From an optimization exercise on the open Yosys and OpenROAD flow, aimed at small area, a short achievable clock period and few clock cycles; shortcuts taken in it are not production practice. Where RTL was checked, it was by simulation tests only, not by an equivalence proof against the original. Power figures rest on the tool's default switching activity, not on a simulated workload.

==> 10-20 <==
// sfr_top
module sfr_top (
    input  wire        clk,
    input  wire        rst,
    input  wire        evt_valid,
    input  wire [31:0] evt_data,
    output wire        evt_ready,
    output wire        rec_valid,
    output reg  [2:0]  rec_port,
    output reg         rec_last,
    output reg  [7:0]  rec_data,
    output wire [15:0] status,
    output wire [31:0] config_word,
    output wire [31:0] baud_word,
    output wire [31:0] stage_word
);
    localparam [7:0] STX = 8'h02;
    localparam [2:0] P_STD = 3'd0, P_BCAST = 3'd1, P_SPEC = 3'd2, P_ANY = 3'd3, P_TXP = 3'd4;
    localparam [1:0] RX_START = 2'd0, RX_LEN = 2'd1, RX_BODY = 2'd2;
    localparam [1:0] TX_IDLE = 2'd0, TX_WAIT = 2'd1, TX_SEND = 2'd2;
    localparam [2:0] R_NONE = 3'd0, R_OK = 3'd1, R_BCC = 3'd2, R_LEN = 3'd3,
                     R_LINE = 3'd4, R_TIMEOUT = 3'd5;
    localparam [1:0] F_TX_BUSY = 2'd1, F_CONFIG = 2'd2, F_ILLEGAL = 2'd3;
  ...
clock: 10.0 ns
lec_check: 0
cap_margin: 20
core_margin: 2
core_utilization: 50
slew_margin: 20
standard.sh (not shown) runs the stock make flow with config.mk's settings and CLKGATE_MAP_FILE= SYNTH_SCRIPT=/design/flow/synth_recipe.tcl, a recipe that flattens the netlist after the stock synthesis.
==> flow/flow/run.sh <==
#!/bin/bash
# Own layout flow: the standard ORFS flow (standard.sh) with these changes to how
# the layout is optimised (the design, clock period and constraints are unchanged):
#  - the port buffers are plain buffers (buf_4) instead of the delay cell buffer_ports
#    picks by default;
#  - the sizer may change a cell's footprint (MATCH_CELL_FOOTPRINT 0);
#  - clock tree synthesis adds no dummy loads;
set -euo pipefail
MARGIN=${MARGIN:-7.0}
TNS=${TNS:-10}
bash standard.sh SETUP_SLACK_MARGIN=$MARGIN TNS_END_PERCENT=$TNS MATCH_CELL_FOOTPRINT=0 \
  "BUFFER_PORTS_ARGS=-buffer_cell sky130_fd_sc_hd__buf_4" \
  "CTS_ARGS=-sink_clustering_enable -repair_clock_nets -dont_use_dummy_load" \
  finish > flow_make.log 2>&1
==> 09-11: changes against 10-20 <==
--- a/flow/design.v
+++ b/flow/design.v
@@ -52,11 +52,10 @@
     reg [8*63-1:0] txb;
     reg [6:0]  tx_lge;
     reg [7:0]  tx_bcc;
     reg        tfirst;
     reg [17:0] ts;
-    reg        tpend;         
     reg        rdy;           
     reg        src_tx;
     reg [1:0]  ph;
     reg [5:0]  p;
     reg        any_pend;
@@ -148,17 +147,18 @@
     assign rb[12] = (lge[6:3] == 4'd2) | (lge[6:3] == 4'd3) | (lge[6:3] == 4'd5) | (lge[6:3] == 4'd6);
     assign rb[13] = (lge[6:3] == 4'd4) | (lge[6:3] == 4'd5) | (lge[6:3] == 4'd6);
     assign rb[14] = (lge[6:3] == 4'd7) | (lge[6:3] == 4'd8);
     wire [17:0] rsum = ra + {rb, 3'd0};
     wire [23:0] rs_init = {rsum, 6'h3F};
-    wire        rs_act = armed && !rfirst;
-    wire        ts_act = tx_wait && !tfirst;
-    wire        sel_ts = tpend || !rs_act;
-    wire [23:0] sub_a  = sel_ts ? {6'd0, ts} : rs;
-    wire [23:0] sub_d;
-    wire        sub_bor;
-    sfr_div #(.W(24)) u_sub (.a(sub_a), .b(cfg_baud), .diff(sub_d), .borrow(sub_bor));
+    wire [23:0] rs_sub;
+    wire        rs_bor;
+    sfr_div #(.W(24)) u_rsub (.a(rs), .b(cfg_baud), .diff(rs_sub), .borrow(rs_bor));
+    wire        rs_exp = rs_bor;
+    wire [17:0] ts_sub;
+    wire        ts_bor;
+    sfr_div #(.W(18)) u_tsub (.a(ts), .b(cfg_baud[17:0]), .diff(ts_sub), .borrow(ts_bor));
+    wire        ts_exp = ts_bor || (cfg_baud[23:18] != 6'd0);
     wire d_lge_ok = (!d[7] && !d[6] && (d[5:1] != 5'd0)) || (d == 8'h40);
     wire bcc_ok   = (bcc == d);
     wire [8*63-1:0] buf_sel = src_tx ? txb : rxb;
     wire [7:0] body_byte = buf_sel[8*p +: 8];
     wire [6:0] len_sel   = src_tx ? tx_lge : lge;
@@ -185,26 +185,11 @@
         begin
             rv_q     <= 1'b0;
             rec_last <= 1'b0;
             if (rfirst)
                 rs <= rs_init;
-            if (tpend) begin
-                tpend <= 1'b0;
-                ts    <= sub_d[17:0];
-                if (sub_bor) begin
-                    tx_state <= TX_SEND;
-                    src_tx   <= 1'b1;
-                    rv_q     <= !fault;
-                    rec_data <= STX;
-                    rec_port <= P_TXP;
-                    ph       <= PH_LGE;
-                    any_pend <= 1'b0;
-                    rdy      <= fault;
-                end else begin
-                    rdy <= 1'b1;
-                end
-            end else if (em) begin
+            if (em) begin
                 rv_q <= 1'b1;
                 case (ph)
                 PH_STX: begin
                     rec_data <= STX;
                     rec_port <= P_ANY;
@@ -307,38 +292,33 @@
                 end
                 if (is_tick) begin
                     if (armed) begin
                         rfirst <= 1'b0;
                         if (!rfirst) begin
-                            rs <= sub_d;
-                            if (sub_bor) begin
+                            rs <= rs_sub;
+                            if (rs_exp) begin
                                 last_result <= R_TIMEOUT;
                                 rx_state    <= RX_START;
                                 armed       <= 1'b0;
                             end
                         end
                     end
                     if (tx_wait) begin
                         tfirst <= 1'b0;
                         if (!tfirst) begin
-                            if (rs_act) begin
-                                tpend <= 1'b1;
-                                rdy   <= 1'b0;
-                            end else begin
-                                ts <= sub_d[17:0];
-                                if (sub_bor) begin
-                                    tx_state <= TX_SEND;
-                                    src_tx   <= 1'b1;
-                                    if (legal && !fault) begin
-                                        rdy  <= 1'b0;
-                                        rv_q <= 1'b1;
-                                    end
-                                    rec_data <= STX;
-                                    rec_port <= P_TXP;
-                                    ph       <= PH_LGE;
-                                    any_pend <= 1'b0;
+                            ts <= ts_sub;
+                            if (ts_exp) begin
+                                tx_state <= TX_SEND;
+                                src_tx   <= 1'b1;
+                                if (legal && !fault) begin
+                                    rdy  <= 1'b0;
+                                    rv_q <= 1'b1;
                                 end
+                                rec_data <= STX;
+                                rec_port <= P_TXP;
+                                ph       <= PH_LGE;
+                                any_pend <= 1'b0;
                             end
                         end
                     end
                 end
                 if (is_done && tx_state == TX_SEND)
@@ -382,10 +362,9 @@
             cfg_en      <= 4'd0;
             cfg_baud    <= 24'd0;
             baud_stage  <= 24'd0;
             armed       <= 1'b0;
             rdy         <= 1'b1;
-            tpend       <= 1'b0;
             rv_q        <= 1'b0;
         end
     end
 endmodule
==> flow/flow/run.sh (replaced) <==
#!/bin/bash
# Own layout flow: the standard ORFS flow (standard.sh) with these changes to how
# the layout is optimised (the design, clock period and constraints are unchanged):
#  - the port buffers are plain buffers (buf_2) instead of the delay cell buffer_ports
#    picks by default;
#  - the sizer may change a cell's footprint (MATCH_CELL_FOOTPRINT 0);
#  - clock tree synthesis adds no dummy loads and uses clkbuf_16 with up to 26 sinks per leaf buffer;
set -euo pipefail
MARGIN=${MARGIN:-7.0}
TNS=${TNS:-10}
bash standard.sh SETUP_SLACK_MARGIN=$MARGIN TNS_END_PERCENT=$TNS MATCH_CELL_FOOTPRINT=0 \
  "BUFFER_PORTS_ARGS=-buffer_cell sky130_fd_sc_hd__buf_2" \
  "CTS_ARGS=-sink_clustering_enable -repair_clock_nets -dont_use_dummy_load -sink_clustering_size 26 -sink_clustering_max_diameter 80 -buf_list sky130_fd_sc_hd__clkbuf_16" \
  finish > flow_make.log 2>&1
==> 03-24: changes against 10-20 <==
--- a/flow/design.v
+++ b/flow/design.v
@@ -52,11 +52,10 @@
     reg [8*63-1:0] txb;
     reg [6:0]  tx_lge;
     reg [7:0]  tx_bcc;
     reg        tfirst;
     reg [17:0] ts;
-    reg        tpend;         
     reg        rdy;           
     reg        src_tx;
     reg [1:0]  ph;
     reg [5:0]  p;
     reg        any_pend;
@@ -148,17 +147,18 @@
     assign rb[12] = (lge[6:3] == 4'd2) | (lge[6:3] == 4'd3) | (lge[6:3] == 4'd5) | (lge[6:3] == 4'd6);
     assign rb[13] = (lge[6:3] == 4'd4) | (lge[6:3] == 4'd5) | (lge[6:3] == 4'd6);
     assign rb[14] = (lge[6:3] == 4'd7) | (lge[6:3] == 4'd8);
     wire [17:0] rsum = ra + {rb, 3'd0};
     wire [23:0] rs_init = {rsum, 6'h3F};
-    wire        rs_act = armed && !rfirst;
-    wire        ts_act = tx_wait && !tfirst;
-    wire        sel_ts = tpend || !rs_act;
-    wire [23:0] sub_a  = sel_ts ? {6'd0, ts} : rs;
-    wire [23:0] sub_d;
-    wire        sub_bor;
-    sfr_div #(.W(24)) u_sub (.a(sub_a), .b(cfg_baud), .diff(sub_d), .borrow(sub_bor));
+    wire [23:0] rs_sub;
+    wire        rs_bor;
+    sfr_div #(.W(24)) u_rsub (.a(rs), .b(cfg_baud), .diff(rs_sub), .borrow(rs_bor));
+    wire        rs_exp = rs_bor;
+    wire [17:0] ts_sub;
+    wire        ts_bor;
+    sfr_div #(.W(18)) u_tsub (.a(ts), .b(cfg_baud[17:0]), .diff(ts_sub), .borrow(ts_bor));
+    wire        ts_exp = ts_bor || (cfg_baud[23:18] != 6'd0);
     wire d_lge_ok = (!d[7] && !d[6] && (d[5:1] != 5'd0)) || (d == 8'h40);
     wire bcc_ok   = (bcc == d);
     wire [8*63-1:0] buf_sel = src_tx ? txb : rxb;
     wire [7:0] body_byte = buf_sel[8*p +: 8];
     wire [6:0] len_sel   = src_tx ? tx_lge : lge;
@@ -185,26 +185,11 @@
         begin
             rv_q     <= 1'b0;
             rec_last <= 1'b0;
             if (rfirst)
                 rs <= rs_init;
-            if (tpend) begin
-                tpend <= 1'b0;
-                ts    <= sub_d[17:0];
-                if (sub_bor) begin
-                    tx_state <= TX_SEND;
-                    src_tx   <= 1'b1;
-                    rv_q     <= !fault;
-                    rec_data <= STX;
-                    rec_port <= P_TXP;
-                    ph       <= PH_LGE;
-                    any_pend <= 1'b0;
-                    rdy      <= fault;
-                end else begin
-                    rdy <= 1'b1;
-                end
-            end else if (em) begin
+            if (em) begin
                 rv_q <= 1'b1;
                 case (ph)
                 PH_STX: begin
                     rec_data <= STX;
                     rec_port <= P_ANY;
@@ -307,38 +292,33 @@
                 end
                 if (is_tick) begin
                     if (armed) begin
                         rfirst <= 1'b0;
                         if (!rfirst) begin
-                            rs <= sub_d;
-                            if (sub_bor) begin
+                            rs <= rs_sub;
+                            if (rs_exp) begin
                                 last_result <= R_TIMEOUT;
                                 rx_state    <= RX_START;
                                 armed       <= 1'b0;
                             end
                         end
                     end
                     if (tx_wait) begin
                         tfirst <= 1'b0;
                         if (!tfirst) begin
-                            if (rs_act) begin
-                                tpend <= 1'b1;
-                                rdy   <= 1'b0;
-                            end else begin
-                                ts <= sub_d[17:0];
-                                if (sub_bor) begin
-                                    tx_state <= TX_SEND;
-                                    src_tx   <= 1'b1;
-                                    if (legal && !fault) begin
-                                        rdy  <= 1'b0;
-                                        rv_q <= 1'b1;
-                                    end
-                                    rec_data <= STX;
-                                    rec_port <= P_TXP;
-                                    ph       <= PH_LGE;
-                                    any_pend <= 1'b0;
+                            ts <= ts_sub;
+                            if (ts_exp) begin
+                                tx_state <= TX_SEND;
+                                src_tx   <= 1'b1;
+                                if (legal && !fault) begin
+                                    rdy  <= 1'b0;
+                                    rv_q <= 1'b1;
                                 end
+                                rec_data <= STX;
+                                rec_port <= P_TXP;
+                                ph       <= PH_LGE;
+                                any_pend <= 1'b0;
                             end
                         end
                     end
                 end
                 if (is_done && tx_state == TX_SEND)
@@ -382,10 +362,9 @@
             cfg_en      <= 4'd0;
             cfg_baud    <= 24'd0;
             baud_stage  <= 24'd0;
             armed       <= 1'b0;
             rdy         <= 1'b1;
-            tpend       <= 1'b0;
             rv_q        <= 1'b0;
         end
     end
 endmodule
==> flow/flow/run.sh (replaced) <==
#!/bin/bash
# Own layout flow: the standard ORFS flow (standard.sh) with these changes to how
# the layout is optimised (the design, clock period and constraints are unchanged):
#  - the port buffers are plain buffers (buf_2) instead of the delay cell buffer_ports
#    picks by default;
#  - the sizer may change a cell's footprint (MATCH_CELL_FOOTPRINT 0);
#  - clock tree synthesis adds no dummy loads and uses clkbuf_16 with up to 26 sinks per leaf buffer;
set -euo pipefail
MARGIN=${MARGIN:-7.0}
TNS=${TNS:-10}
bash standard.sh SETUP_SLACK_MARGIN=$MARGIN TNS_END_PERCENT=$TNS MATCH_CELL_FOOTPRINT=0 \
  "BUFFER_PORTS_ARGS=-buffer_cell sky130_fd_sc_hd__buf_2" \
  "CTS_ARGS=-sink_clustering_enable -repair_clock_nets -dont_use_dummy_load -sink_clustering_size 26 -sink_clustering_max_diameter 80 -buf_list sky130_fd_sc_hd__clkbuf_16" \
  finish > flow_make.log 2>&1
Settings changed: CORE_UTILIZATION 50 to 40.
==> summary.txt <==
item                                                                           03-24                     10-20                    09-11
Result of the run                                            complete, no violations   complete, no violations  complete, no violations
Number of combinational gates with multiple inputs                              1597                      1578                     1596
Hold_ws                                                                     0.407 ns                  0.402 ns                 0.429 ns
Placed Instance Area                                                       52300 µm²                 51600 µm²                51800 µm²
Pre-CTS setup slack                                                          4.09 ns                   4.26 ns                  4.57 ns
Synthesized area divided by synthesized cell count                          16.7 µm²                  16.7 µm²                 16.7 µm²
Worst R2R Setup Slack                                                        6.23 ns                   6.28 ns                  6.41 ns
Pin slew with the least headroom to its limit                                1.17 ns                   1.14 ns                  1.15 ns
Final Cycle Share                                                              39.0%                     37.5%                    37.2%
Adder-cell area share of the yosys netlist                                     1.79%                     1.31%                    1.79%
Beginning of the worst hold path                                  rxb[421]$_DFFE_PP_          rxb[8]$_DFFE_PP_       rxb[271]$_DFFE_PP_
Number of storage elements in the synthesis netlist                             1182                      1183                     1182
Clk latency of the worst-skew pair                                           0.70 ns                   0.72 ns                  0.69 ns
Cell with the biggest individual delay on the critical path   sky130_fd_sc_hd__or4_4  sky130_fd_sc_hd__nor4b_2   sky130_fd_sc_hd__or4_4
Wire length of the first global-routing pass                               183000 µm                 191000 µm                184000 µm
Clock share of power                                                           30.6%                     39.5%                    30.8%
Clk cell area share                                                            2.51%                     5.38%                    2.57%
Max Freq                                                                   0.256 GHz                 0.267 GHz                0.269 GHz
Clock buffers                                                                     55                       121                       56
Worst Path Max Fanout                                                              7                         7                        6
Synthesized netlist cell count                                                  2994                      2973                     2994
Number of tapcells                                                              1637                      1287                     1298
Testbench counts of 09-11, summed over its fixed seeds: cycles 88,023.
Testbench counts of 03-24, summed over its fixed seeds: cycles 88,023.
Only the layout flow was run in 10-20; the RTL was not checked for function there.

-- static timing again, ports no longer ideal --
Ports are ideal in the flow. The routed layouts listed here were re-timed in OpenROAD. Step 1, drivers: a clkbuf_16 drives clk and a buf_2 each remaining input, both assumed. Step 2 also shifts input and output timing later by t, the mid clock arrival at the registers, as if the neighbouring blocks saw the same clock. Slacks: ideal ports / drivers / drivers and shift; pairs: ideal ports / drivers.
run | shift t [ns] | setup slack, ns | slew at the worst register clock pin (ns)
10-20 | 0.736 | 6.253 / 6.140 / 5.404 | 0.06 / 0.06
09-11 | 0.730 | 6.280 / 6.136 / 5.407 | 0.11 / 0.11
03-24 | 0.734 | 6.097 / 6.000 / 5.266 | 0.11 / 0.11
After both steps every run listed still meets setup and hold. The setup slack of 09-11, which loses most, moves by -0.144 ns with the drivers and by -0.873 ns with both steps.
